This design comes from an exercise in tuning for small area and a short achievable clock period on the open sky130 flow, not from production work.

==> module frame_detect, before the edit <==
module frame_detect (
    input  wire         clk,
    input  wire         rst,           
    input  wire         in_valid,
    input  wire [15:0]  in_mag,
    output reg          msg_valid,
    output reg          msg_long,
    output wire [111:0] msg_data
);
    reg         rst_q;           
    reg         ev;              
    reg         ev_w;            
    reg  [15:0] x;               
    always @(posedge clk) begin
        rst_q <= rst;
        ev    <= in_valid & ~rst;
        ev_w  <= in_valid;
        x     <= in_mag;
    end
    reg [15:0] w1, w2, w3, w4, w5, w6, w7, w8, w9, w10;
    always @(posedge clk) begin
        if (ev_w) begin
            w1 <= x;  w2 <= w1; w3 <= w2; w4 <= w3; w5 <= w4;
            w6 <= w5; w7 <= w6; w8 <= w7; w9 <= w8; w10 <= w9;
        end
    end
    function gt;
        input [17:0] a, b;
        reg   [31:0] g, e;   
        integer i, st;
        begin
            g = 32'd0;
            e = 32'hffffffff;
            g[17:0] = a & ~b;
            e[17:0] = a | ~b;
            for (st = 1; st < 32; st = st * 2)
                for (i = 0; i < 32; i = i + 2 * st) begin
                    g[i] = g[i + st] | (e[i + st] & g[i]);
                    e[i] = e[i + st] & e[i];
                end
            gt = g[0];
        end
    endfunction
    wire g1 = gt({2'b00, w1}, {2'b00, x});   
    wire g2 = gt({2'b00, w2}, {2'b00, x});
    wire g3 = gt({2'b00, w3}, {2'b00, x});
    wire g4 = gt({2'b00, w4}, {2'b00, x});
    wire g5 = gt({2'b00, w5}, {2'b00, x});
    wire g6 = gt({2'b00, w6}, {2'b00, x});
    wire l1 = gt({2'b00, x}, {2'b00, w1});   
    reg q1, q2, q3, q4, q5;
    always @(posedge clk) begin
        if (ev) begin
            q1 <= g1;
            q2 <= q1 & g2;
            q3 <= q2 & g3;
            q4 <= q3 & g4;
            q5 <= q4 & g5;
        end
    end
    reg  [17:0] part_q;
    reg  [15:0] mean_q;
    wire [17:0] peak_sum = part_q + x;
    wire [17:0] mean3    = 3 * mean_q;
    always @(posedge clk)
        if (ev_w) begin
            part_q  <= w8 + w6 + w1;
            mean_q  <= peak_sum[17:2];
        end
    wire quiet = (mean_q != 16'd0) &&
                 gt(mean3, {2'b00, w10}) && gt(mean3, {2'b00, w8}) &&
                 gt(mean3, {2'b00, w3})  && gt(mean3, {2'b00, w1});
    reg        seen;             
    reg [14:1] pv;
    wire       verdict = pv[14] & q5 & g6;      
    always @(posedge clk) begin
        if (rst_q) begin
            seen <= 1'b0;
            pv   <= 14'd0;
        end else if (ev) begin
            seen   <= 1'b1;
            pv[1]  <= seen & g1;                 
            pv[2]  <= pv[1] & l1;                
            pv[3]  <= pv[2];
            pv[4]  <= pv[3];
            pv[5]  <= pv[4];
            pv[6]  <= pv[5] & q3 & g4;           
            pv[7]  <= pv[6] & l1;                
            pv[8]  <= pv[7] & g1;                
            pv[9]  <= pv[8] & l1;                
            pv[10] <= pv[9] & quiet;             
            pv[11] <= pv[10];
            pv[12] <= pv[11];
            pv[13] <= pv[12];
            pv[14] <= pv[13];
        end
    end
    reg        act;              
    reg        cur_long;
    reg  [7:0] fc;
    reg        pend;
    reg  [6:0] pc;
    reg [55:0] p, q;
    reg        stg;              
    reg        e_skip_end;       
    reg        e_pres_long;      
    reg        e_pres_short;     
    reg        e_lo;             
    reg        e_hi;             
    reg        e_to_p;           
    reg        e_to_q;           
    reg        e_move;           
    wire       cont   = act & ~e_skip_end;
    wire       act_n  = cont | (~act & verdict);
    wire       long_n = (act & (fc == 8'd1)) ? g1 : cur_long;
    wire       pend_n = (pend & ~e_pres_short) | (e_skip_end & ~cur_long);
    wire       stg_n  = (stg & ~e_move) | (act & (fc == 8'd1) & pend);
    wire       lo_n   = cont & ~fc[0] & (fc <= 8'd110);
    wire       hi_n   = cont & ~fc[0] & (fc >= 8'd112) & (fc <= 8'd222) & long_n;
    always @(posedge clk) begin
        if (rst_q) begin
            act          <= 1'b0;
            pend         <= 1'b0;
            stg          <= 1'b0;
            e_skip_end   <= 1'b0;
            e_pres_long  <= 1'b0;
            e_pres_short <= 1'b0;
            e_lo         <= 1'b0;
            e_hi         <= 1'b0;
            e_to_p       <= 1'b0;
            e_to_q       <= 1'b0;
            e_move       <= 1'b0;
        end else if (ev) begin
            act      <= act_n;
            cur_long <= long_n;
            pend     <= pend_n;
            stg      <= stg_n;
            fc       <= act ? fc + 8'd1 : 8'd0;
            pc       <= pend ? pc + 7'd1 : 7'd0;
            e_skip_end   <= cont & (fc == (long_n ? 8'd237 : 8'd125));
            e_pres_long  <= cont & long_n & (fc == 8'd222);
            e_pres_short <= pend_n & pend & (pc == 7'd95);
            e_lo         <= lo_n;
            e_hi         <= hi_n;
            e_to_p       <= lo_n & ~(pend_n | stg_n);
            e_to_q       <= (lo_n & (pend_n | stg_n)) | hi_n;
            e_move       <= stg_n & ~pend_n & ~lo_n & ~hi_n;
        end
    end
    always @(posedge clk) begin
        if (ev) begin
            if (e_to_p)
                p <= {p[54:0], g1};
            else if (e_move)
                p <= q;
            if (e_to_q)
                q <= {q[54:0], g1};
        end
    end
    reg [7:0] lng;
    always @(posedge clk) begin
        msg_valid <= ev & ~rst & (e_pres_long | e_pres_short);
        if (ev & (e_pres_long | e_pres_short))
            msg_long <= e_pres_long;
        lng[0] <= e_pres_long;
        lng[1] <= e_pres_long & ev;
        lng[2] <= e_pres_long & ~rst;
        lng[3] <= e_pres_long & ev & ~rst;
        lng[4] <= e_pres_long & ~e_pres_short;
        lng[5] <= e_pres_long & ~e_pres_short & ev;
        lng[6] <= e_pres_long & ~e_pres_short & ~rst;
        lng[7] <= e_pres_long & ~e_pres_short & ev & ~rst;
    end
    assign msg_data = {p, q & {{7{lng[7]}}, {7{lng[6]}}, {7{lng[5]}}, {7{lng[4]}},
                               {7{lng[3]}}, {7{lng[2]}}, {7{lng[1]}}, {7{lng[0]}}}};
endmodule
==> flow/config.mk <==
export PLATFORM = sky130hd
export DESIGN_NAME = frame_detect
export DESIGN_NICKNAME = frame_detect
export VERILOG_FILES = /design/flow/design.v
export SDC_FILE = /design/flow/constraint.sdc
export NUM_CORES = 4
export LEC_CHECK = 0
export ABC_AREA = 1
export CAP_MARGIN = 20
export CORE_MARGIN = 2
export CORE_UTILIZATION = 40
export CTS_BUF_LIST = sky130_fd_sc_hd__clkbuf_16
export CTS_CLUSTER_DIAMETER = 80
export CTS_CLUSTER_SIZE = 30
export SLEW_MARGIN = 20
==> flow/constraint.sdc <==
create_clock -name core_clock -period 10.0 [get_ports {clk}]
set_input_delay 2.0000 -clock core_clock [delete_from_list [all_inputs] [get_ports {clk}]]
set_output_delay 2.0000 -clock core_clock [all_outputs]
set_load 0.01 [all_outputs]
standard.sh (not shown) runs the stock make flow with config.mk's settings and CLKGATE_MAP_FILE= SYNTH_SCRIPT=/design/flow/synth_recipe.tcl, a recipe that flattens the netlist after the stock synthesis.
==> flow/flow/run.sh <==
#!/bin/bash
set -euo pipefail
export BUFFER_PORTS_ARGS="-buffer_cell sky130_fd_sc_hd__buf_2"
export SETUP_SLACK_MARGIN=6.6
bash standard.sh > flow.log 2>&1
The starting point ran to the end with no violations.
==> next run, changes <==
--- a/flow/design.v
+++ b/flow/design.v
@@ -165,12 +165,16 @@
         lng[0] <= e_pres_long;
         lng[1] <= e_pres_long & ev;
         lng[2] <= e_pres_long & ~rst;
         lng[3] <= e_pres_long & ev & ~rst;
-        lng[4] <= e_pres_long & ~e_pres_short;
-        lng[5] <= e_pres_long & ~e_pres_short & ev;
-        lng[6] <= e_pres_long & ~e_pres_short & ~rst;
-        lng[7] <= e_pres_long & ~e_pres_short & ev & ~rst;
+        if (ev)
+            lng[4] <= e_pres_long;
+        if (ev | rst)
+            lng[5] <= e_pres_long;
+        if (~rst)
+            lng[6] <= e_pres_long;
+        if (ev & ~rst)
+            lng[7] <= e_pres_long;
     end
     assign msg_data = {p, q & {{7{lng[7]}}, {7{lng[6]}}, {7{lng[5]}}, {7{lng[4]}},
                                {7{lng[3]}}, {7{lng[2]}}, {7{lng[1]}}, {7{lng[0]}}}};
 endmodule
Result: Clock-buffer cell count went down by 4; die area went up by 0.38%; first-iteration DRC count went up by 9.9%; synthesized area went up by 0.38%; via count went up by 1.4%; hold slack gains 0.020 ns; sequential cell count stays the same; synthesized cell count went down by 0.47%; clock skew went up by 0.015 ns; global-route usage hardly moves; design area hardly moves.
No functional check of the RTL was part of any run of this note.

static timing again, ports no longer ideal:
How much do the figures lean on ideal ports? The routed layouts below were timed once more, with nothing changed but the port constraints.
Step 1 (the two cells are an assumption about what drives the block):
set clk [get_ports {clk}]
set_driving_cell -lib_cell sky130_fd_sc_hd__clkbuf_16 $clk
set_driving_cell -lib_cell sky130_fd_sc_hd__buf_2 [delete_from_list [all_inputs] $clk]
Step 2 also shifts input and output timing later by t, the mid clock arrival at the registers, as if the neighbouring blocks saw the same clock.
Three values: no drivers, after step 1, after step 2; two values: the first two.
| run | t (ns) | setup WS [ns] | hold WS [ns] | worst setup path at the end | cell pins on the clock port's net |
|---|---|---|---|---|---|
| the first run | 0.631 | 6.690 / 6.637 / 6.756 | 0.394 / 0.394 / 0.394 | register to register | 1 |
| the second run | 0.593 | 6.612 / 6.562 / 6.727 | 0.414 / 0.414 / 0.414 | register to register | 1 |
After both steps every run listed still meets setup and hold.
